Source: an optimization exercise on an open RTL-to-GDS flow (aim: small area, a short achievable clock period and few clock cycles per item). Production flows keep margins and buffers that such runs may drop. Where RTL was checked, it was by simulation tests only, not by an equivalence proof against the original. No activity file was given, so power comes from the tool's default toggle rates.

// freq_counter
module freq_counter (
    input  wire        clk,
    input  wire        rst,           
    input  wire        cmd_valid,
    output wire        cmd_ready,
    input  wire [7:0]  cmd_opc,
    input  wire [7:0]  cmd_sym,
    input  wire        in_valid,
    output wire        in_ready,
    input  wire [31:0] in_data,       
    input  wire [2:0]  in_nbytes,     
    input  wire        in_last,       
    input  wire        in_err,        
    output reg         done,
    output reg  [3:0]  err,
    output reg  [15:0] result,
    output reg         freq_valid
);
Size in the first run: about 11000 cells after synthesis, about 4000 flip-flops, ~81 I/O pins, roughly 130000 um2 of cells after synthesis.
Settings: LEC_CHECK=0, ABC_AREA=1, CAP_MARGIN=20, CORE_MARGIN=2, CORE_UTILIZATION=55, CTS_CLUSTER_DIAMETER=100, CTS_CLUSTER_SIZE=25, PLACE_DENSITY=0.65, SETUP_SLACK_MARGIN=5.0, SLEW_MARGIN=20; clock period 8.0 ns.
run.sh (not shown) runs the stock make flow with config.mk's settings and CLKGATE_MAP_FILE= SYNTH_SCRIPT=/design/flow/synth_recipe.tcl, a recipe that flattens the netlist after the stock synthesis.
Testbench counts at the start, summed over its fixed seeds: cycles 28,776, bytes 62,843.
==> next run, changes <==
- ABC_AREA: 1 -> not set
- TNS_END_PERCENT: not set -> 30
Design area drops slightly; clock skew drops by 3.1 ps; combinational power drops by a few percent; routed wire length drops slightly; synthesized area drops slightly; register-to-register slack got worse by 70 ps; synthesized cell count drops by roughly a tenth; worst setup slack got worse by 67 ps; count of clock-buffer cells in the layout climbs by 8.
==> next run, changes <==
- CORE_UTILIZATION: 55 -> 62
- PLACE_DENSITY: 0.65 -> 0.72
- TNS_END_PERCENT: 30 -> not set
Critical path depth decreases by 1; setup slack gains 51 ps; synthesized cell count stays the same; power falls slightly; wire length decreases by a few percent.
==> next run, changes <==
- CORE_UTILIZATION: 62 -> 55
- PLACE_DENSITY: 0.72 -> 0.65
After rerunning: Synthesized area stays the same; synthesized cell count stays the same; sequential share of layout area came out lower by 0.24 points; combinational power barely changes; hold slack gains 9.7 ps; setup slack gains 29 ps; global-route usage came out lower by 3.0 points; wire length came out higher by 2.5%; utilization came out lower by 7.2 points; sequential power hardly moves.

* * *

== run a ==
freq_counter, a different RTL version from the one above (not shown whole).
Size: about 10000 cells after synthesis, about 4000 flip-flops, ~81 I/O pins, ~130000 µm² of cells after synthesis.
==> flow/config.mk <==
export PLATFORM = sky130hd
export DESIGN_NAME = freq_counter
export DESIGN_NICKNAME = freq_counter
export VERILOG_FILES = /design/flow/design.v
export SDC_FILE = /design/flow/constraint.sdc
export NUM_CORES = 8
export LEC_CHECK = 0
export CAP_MARGIN = 20
export CORE_MARGIN = 2
export CORE_UTILIZATION = 45
export CTS_CLUSTER_DIAMETER = 100
export CTS_CLUSTER_SIZE = 25
export PLACE_DENSITY = 0.55
export SETUP_SLACK_MARGIN = 5.0
export SLEW_MARGIN = 20
==> flow/constraint.sdc <==
create_clock -name core_clock -period 8.0 [get_ports {clk}]
set_input_delay 1.6000 -clock core_clock [delete_from_list [all_inputs] [get_ports {clk}]]
set_output_delay 1.6000 -clock core_clock [all_outputs]
set_load 0.01 [all_outputs]
diff inputs: run a => run b
Settings: swapping 0.55 for 0.65 in PLACE_DENSITY; swapping 45 for 55 in CORE_UTILIZATION.
- Diff run a..run b | clock power | negligible
- Measured against run b, the die area of run a comes out at 1.2 times the reference value.
- In the metrics for run a and run b, the one carrying the lower via count is run a.
- The final hold slack of run b is higher than that of run a.
- When run b is measured against run a, its share of cell area taken by flip-flops and latches turns out 0.47 points higher.
- Relative to run a, the count of instances resized after the clock tree is built measured on run b has decreased by a little under 10%.
- Worst setup margin (higher): run b
- Compared with run a, in run b combinational power held, met2 global-route usage +5.3 points.
- Run b: total length of routed wires is 10 mm lower than what run a reported.
- | part of the total power dissipated in the clock network | higher: run a |
No functional check of the RTL was part of any run of this note.

* * *

Another version of the RTL of freq_counter (not shown whole).
Size in the first run: roughly 4,000 flip-flops, ~140,000 um^2 of cells after synthesis.
Settings: LEC_CHECK=0, CAP_MARGIN=20, CORE_MARGIN=2, CORE_UTILIZATION=55, CTS_CLUSTER_DIAMETER=100, CTS_CLUSTER_SIZE=25, PLACE_DENSITY=0.65, SETUP_SLACK_MARGIN=4.7, SLEW_MARGIN=20; clock period 8.0 ns.
Testbench counts at the start, summed over its fixed seeds: cycles 28,776, bytes 62,843.
Change:
- SETUP_SLACK_MARGIN: 4.7 -> 5.0
=>
- cell area is higher by 1.3%
- synthesized area stays the same
- first-iteration DRC count is higher by about 1.1%
- cell count is higher by about 0.7%
- setup slack gets better by 0.18 ns
- total power is higher by about 0.45%
- hold slack gets better by 0.0052 ns
- clock power stays flat
- via count is higher by about 1.5%
- die area does not change
- non-clock buffer count is higher by 107
Change:
- CORE_UTILIZATION: 55 -> 70
- PLACE_DENSITY: 0.65 -> 0.8
Effect: Die area went down by 21%. Clock skew went up by 0.014 ns. Wire length went up by about 0.9%. Design area went down by 1.1%. Synthesized cell count does not change. Synthesized area is unchanged. Core utilization went up by 16 points. Worst hold slack is worse by 0.010 ns. Worst setup slack is worse by 0.013 ns. Maximum frequency went down by 0.43%. First-iteration DRC count went up by about 17%.

* * *

## run A
Another version of the RTL of freq_counter (not shown whole).
Size in the first run: about 12,000 cells after synthesis, roughly 4,600 flip-flops, roughly 81 I/O pins, ~140,000 sq um of cells after synthesis.
clock: 8.0 ns
lec_check: 0
cap_margin: 20
core_margin: 2
core_utilization: 55
cts_cluster_diameter: 100
cts_cluster_size: 30
place_density: 0.65
setup_slack_margin: 4.7
slew_margin: 20
--- input diff run A..run B ---
# run A
export LEC_CHECK = 0
export CAP_MARGIN = 20
export CORE_MARGIN = 2
export CORE_UTILIZATION = 55
export CTS_CLUSTER_DIAMETER = 100
export CTS_CLUSTER_SIZE = 30
export PLACE_DENSITY = 0.65
export SETUP_SLACK_MARGIN = 4.7
export SLEW_MARGIN = 20
create_clock -name core_clock -period 8.0 [get_ports {clk}]
# run B
export LEC_CHECK = 0
export CAP_MARGIN = 20
export CORE_MARGIN = 2
export CORE_UTILIZATION = 55
export PLACE_DENSITY = 0.65
export SETUP_SLACK_MARGIN = 4.7
export SLEW_MARGIN = 20
create_clock -name core_clock -period 8.0 [get_ports {clk}]
### Flow results
Re number of filler cells placed in the layout: run B and run A aren't equal, and the lower value belongs to run B.
Re maximum frequency from static timing analysis: run A was lower than run B.
The lower synthesis-to-layout area growth came out of run A.
Between run B and run A, the difference in flip-flop and latch area is negligible.
Of run B and run A, the lower deepest level of the CTS H-tree belongs to run A.
From run A to run B the numbers moved as follows: length of routed wiring on met1 higher; total combinational power shows no meaningful change.
No functional check of the RTL was part of any run of this note.

* * *

== the reference run ==
Another version of the RTL of freq_counter (not shown whole).
Size: ~10000 cells after synthesis, about 4000 flip-flops, about 81 I/O pins, ~130000 µm² of cells after synthesis.
Design freq_counter, start of the top module:
module freq_counter (
    input  wire        clk,
    input  wire        rst,           
    input  wire        cmd_valid,
    output wire        cmd_ready,
    input  wire [7:0]  cmd_opc,
    input  wire [7:0]  cmd_sym,
    input  wire        in_valid,
    output wire        in_ready,
    input  wire [31:0] in_data,       
    input  wire [2:0]  in_nbytes,     
    input  wire        in_last,       
    input  wire        in_err,        
    output reg         done,
    output reg  [3:0]  err,
    output reg  [15:0] result,
    output reg         freq_valid
);
Settings: LEC_CHECK=0, CAP_MARGIN=20, CORE_MARGIN=2, CORE_UTILIZATION=55, CTS_CLUSTER_DIAMETER=100, CTS_CLUSTER_SIZE=25, PLACE_DENSITY=0.65, SETUP_SLACK_MARGIN=5.0, SLEW_MARGIN=20; clock period 8.0 ns.
standard.sh (not shown) runs the stock make flow with config.mk's settings and CLKGATE_MAP_FILE= SYNTH_SCRIPT=/design/flow/synth_recipe.tcl, a recipe that flattens the netlist after the stock synthesis.
==> flow/flow/run.sh <==
#!/bin/bash
set -euo pipefail
bash standard.sh SETUP_SLACK_MARGIN=5.4 finish > standard.log 2>&1
Testbench counts of the reference run, summed over its fixed seeds: cycles 28,776, bytes 62,843.
[inputs] the trial run vs the reference run
==> flow/run.sh (new file) <==
#!/bin/bash
# synth_recipe.tcl (not shown) runs the flow's synth.tcl, then flattens the netlist and writes it again
# the make line also repeats each setting of config.mk as NAME=value (left out here)
make -C /OpenROAD-flow-scripts/flow DESIGN_CONFIG=/design/flow/config.mk WORK_HOME=/design/flow/orfs CLKGATE_MAP_FILE= SYNTH_SCRIPT=/design/flow/synth_recipe.tcl finish
removed: flow/flow/run.sh
removed: flow/standard.sh
==> comparison <==
Count of plain and timing-repair buffers in the layout of the trial run falls short of that of the reference run by more than a quarter. Against the reference run, the trial run reports a total power that is lower. Relative to the reference run, the trial run improves post-route standard cell area excluding fillers. The trial run against the reference run: final core utilization -2.7 points; synthesis-to-finish area growth -4.9 points; cell count after placement ~0 delta; overall routed net length -about 4%; slew at the pin closest to its max-slew limit +160 ps. Summary of the trial run over the reference run: number of endpoints failing setup at the final stage was more or less identical, minimum setup slack in the final design comparable, number of DRC markers after the initial detailed-route iteration -8.7%.

* * *

RTL: one of the versions met above, not the one the previous note started from.
For scale: about 9600 cells after synthesis, about 81 I/O pins, ~0.13 sq mm of cells after synthesis.
// freq_counter
module freq_counter (
    input  wire        clk,
    input  wire        rst,           
    input  wire        cmd_valid,
    output wire        cmd_ready,
    input  wire [7:0]  cmd_opc,
    input  wire [7:0]  cmd_sym,
    input  wire        in_valid,
    output wire        in_ready,
    input  wire [31:0] in_data,       
    input  wire [2:0]  in_nbytes,     
    input  wire        in_last,       
    input  wire        in_err,        
    output reg         done,
    output reg  [3:0]  err,
    output reg  [15:0] result,
    output reg         freq_valid
);
    localparam [7:0] OPC_NOP   = 8'h00;
    localparam [7:0] OPC_CLEAR = 8'h30;
    localparam [7:0] OPC_COUNT = 8'h31;
    localparam [7:0] OPC_READ  = 8'h32;
    localparam [7:0] OPC_TOTAL = 8'h33;
    localparam [3:0] ERR_NONE     = 4'd0;
    localparam [3:0] ERR_IO       = 4'd1;
    localparam [3:0] ERR_ILLEGAL  = 4'd4;
    localparam [3:0] ERR_OVERFLOW = 4'd7;
    localparam NR = 32;    
    localparam S  = 8;     
    localparam LW = 5;     
    localparam HW = 7;     
    localparam NX = 15;    
    reg  [2:0]  t;             
    reg  [3:0]  clr_cnt;       
    reg         streaming;     
    reg  [15:0] acc;           
    reg  [15:0] total;
    reg         in_ready_q;
    reg         cmd_ready_q;
    reg         slot_v;
    reg         slot_ill, slot_clear, slot_count, slot_read, slot_total;
    reg  [7:0]  slot_sym;
    reg  [31:0] slot_ring;     
    reg  [15:0] lan [0:3];     
    reg  [15:0] lbn [0:3];     
    reg         bq_v;          
    reg  [2:0]  bq_n;
    reg         bq_last, bq_err;
    reg         settle;        
    assign cmd_ready = cmd_ready_q;
    assign in_ready  = in_ready_q;
    wire cmd_fire = cmd_valid && cmd_ready_q;
    wire in_fire  = in_valid && in_ready_q;
    wire        c_read  = (cmd_opc == OPC_READ);
    wire        c_zsym  = (cmd_sym == 8'd0);
    wire        c_clear = c_zsym && (cmd_opc == OPC_CLEAR);
    wire        c_count = c_zsym && (cmd_opc == OPC_COUNT);
    wire        c_total = c_zsym && (cmd_opc == OPC_TOTAL);
    wire        c_nop   = c_zsym && (cmd_opc == OPC_NOP);
    wire        c_ill   = !(c_read || c_clear || c_count || c_total || c_nop);
    wire        near     = &acc[15:3];
  ...
==> flow/config.mk <==
export PLATFORM = sky130hd
export DESIGN_NAME = freq_counter
export DESIGN_NICKNAME = freq_counter
export VERILOG_FILES = /design/flow/design.v
export SDC_FILE = /design/flow/constraint.sdc
export NUM_CORES = 8
export LEC_CHECK = 0
export CAP_MARGIN = 20
export CORE_MARGIN = 2
export CORE_UTILIZATION = 55
export CTS_CLUSTER_DIAMETER = 120
export CTS_CLUSTER_SIZE = 28
export PLACE_DENSITY = 0.65
export SETUP_SLACK_MARGIN = 5.0
export SLEW_MARGIN = 20
==> flow/constraint.sdc <==
create_clock -name core_clock -period 8.0 [get_ports {clk}]
set_input_delay 1.6000 -clock core_clock [delete_from_list [all_inputs] [get_ports {clk}]]
set_output_delay 1.6000 -clock core_clock [all_outputs]
set_load 0.01 [all_outputs]
run.sh (not shown) runs the stock make flow with config.mk's settings and CLKGATE_MAP_FILE= SYNTH_SCRIPT=/design/flow/synth_recipe.tcl, a recipe that flattens the netlist after the stock synthesis.
Stock flow here: none of the scripts above is used.
Testbench counts at the start, summed over its fixed seeds: cycles 28,776, bytes 62,843.
==> next run, changes <==
CTS_CLUSTER_DIAMETER = 100   (was 120)
CTS_CLUSTER_SIZE = 25   (was 28)
SETUP_SLACK_MARGIN = 4.85   (was 5.0)
Result: Utilization stays flat; setup slack is worse by 0.13 ns; die area does not change; sequential power stays flat; worst hold slack is worse by 0.010 ns; cell count hardly moves; clock skew shrinks by 0.0056 ns; final area barely changes.

==> afterwards: timing with drivers on the ports <==
In the flow no input, the clock included, has a driving cell. The finished layouts below were timed again as built, in two steps.
Step 1, drivers: a clkbuf_16 drives clk and a buf_2 each remaining input, both assumed.
Step 2 also shifts input and output timing later by t, the mid clock arrival at the registers, as if the neighbouring blocks saw the same clock.
a / b / c = no drivers / after step 1 / after step 2; a / b = the first two.
run | t, ns | slack for setup (ns) | worst setup path at the end | worst slew at a driven data input, ns
the first run of note 1 | 0.977 | 4.978 / 4.904 / 4.255 | input to register | 0.17
the second run of note 1 | 0.958 | 4.911 / 4.911 / 4.149 | input to register | 0.15
the third run of note 1 | 0.972 | 4.962 / 4.931 / 4.151 | input to register | 0.06
the fourth run of note 1 | 0.958 | 4.990 / 4.937 / 4.280 | input to register | 0.14
run a of note 2 | 1.014 | 4.932 / 4.819 / 4.100 | input to register | 0.13
run b of note 2 | 0.978 | 4.964 / 4.873 / 4.142 | input to register | 0.15
the first run of note 3 | 0.964 | 4.755 / 4.718 / 4.054 | input to register | 0.26
the second run of note 3 | 0.969 | 4.934 / 4.893 / 4.170 | input to register | 0.14
the third run of note 3 | 0.978 | 4.920 / 4.870 / 4.161 | input to register | 0.29
run A of note 4 | 0.983 | 4.658 / 4.658 / 4.033 | input to register | 0.12
run B of note 4 | 1.034 | 4.699 / 4.666 / 4.044 | input to register | 0.12
the reference run | 0.988 | 4.983 / 4.878 / 4.508 | input to register | 0.23
the trial run | 0.969 | 4.983 / 4.923 / 4.257 | input to register | 0.15
the first run of note 6 | 0.953 | 4.985 / 4.932 / 4.167 | input to register | 0.13
the second run of note 6 | 0.960 | 4.852 / 4.819 / 4.234 | input to register | 0.15
After both steps setup and hold are still met in every run listed. The setup slack of run a of note 2, which loses most, moves by -0.113 ns with the drivers and by -0.832 ns with both steps.
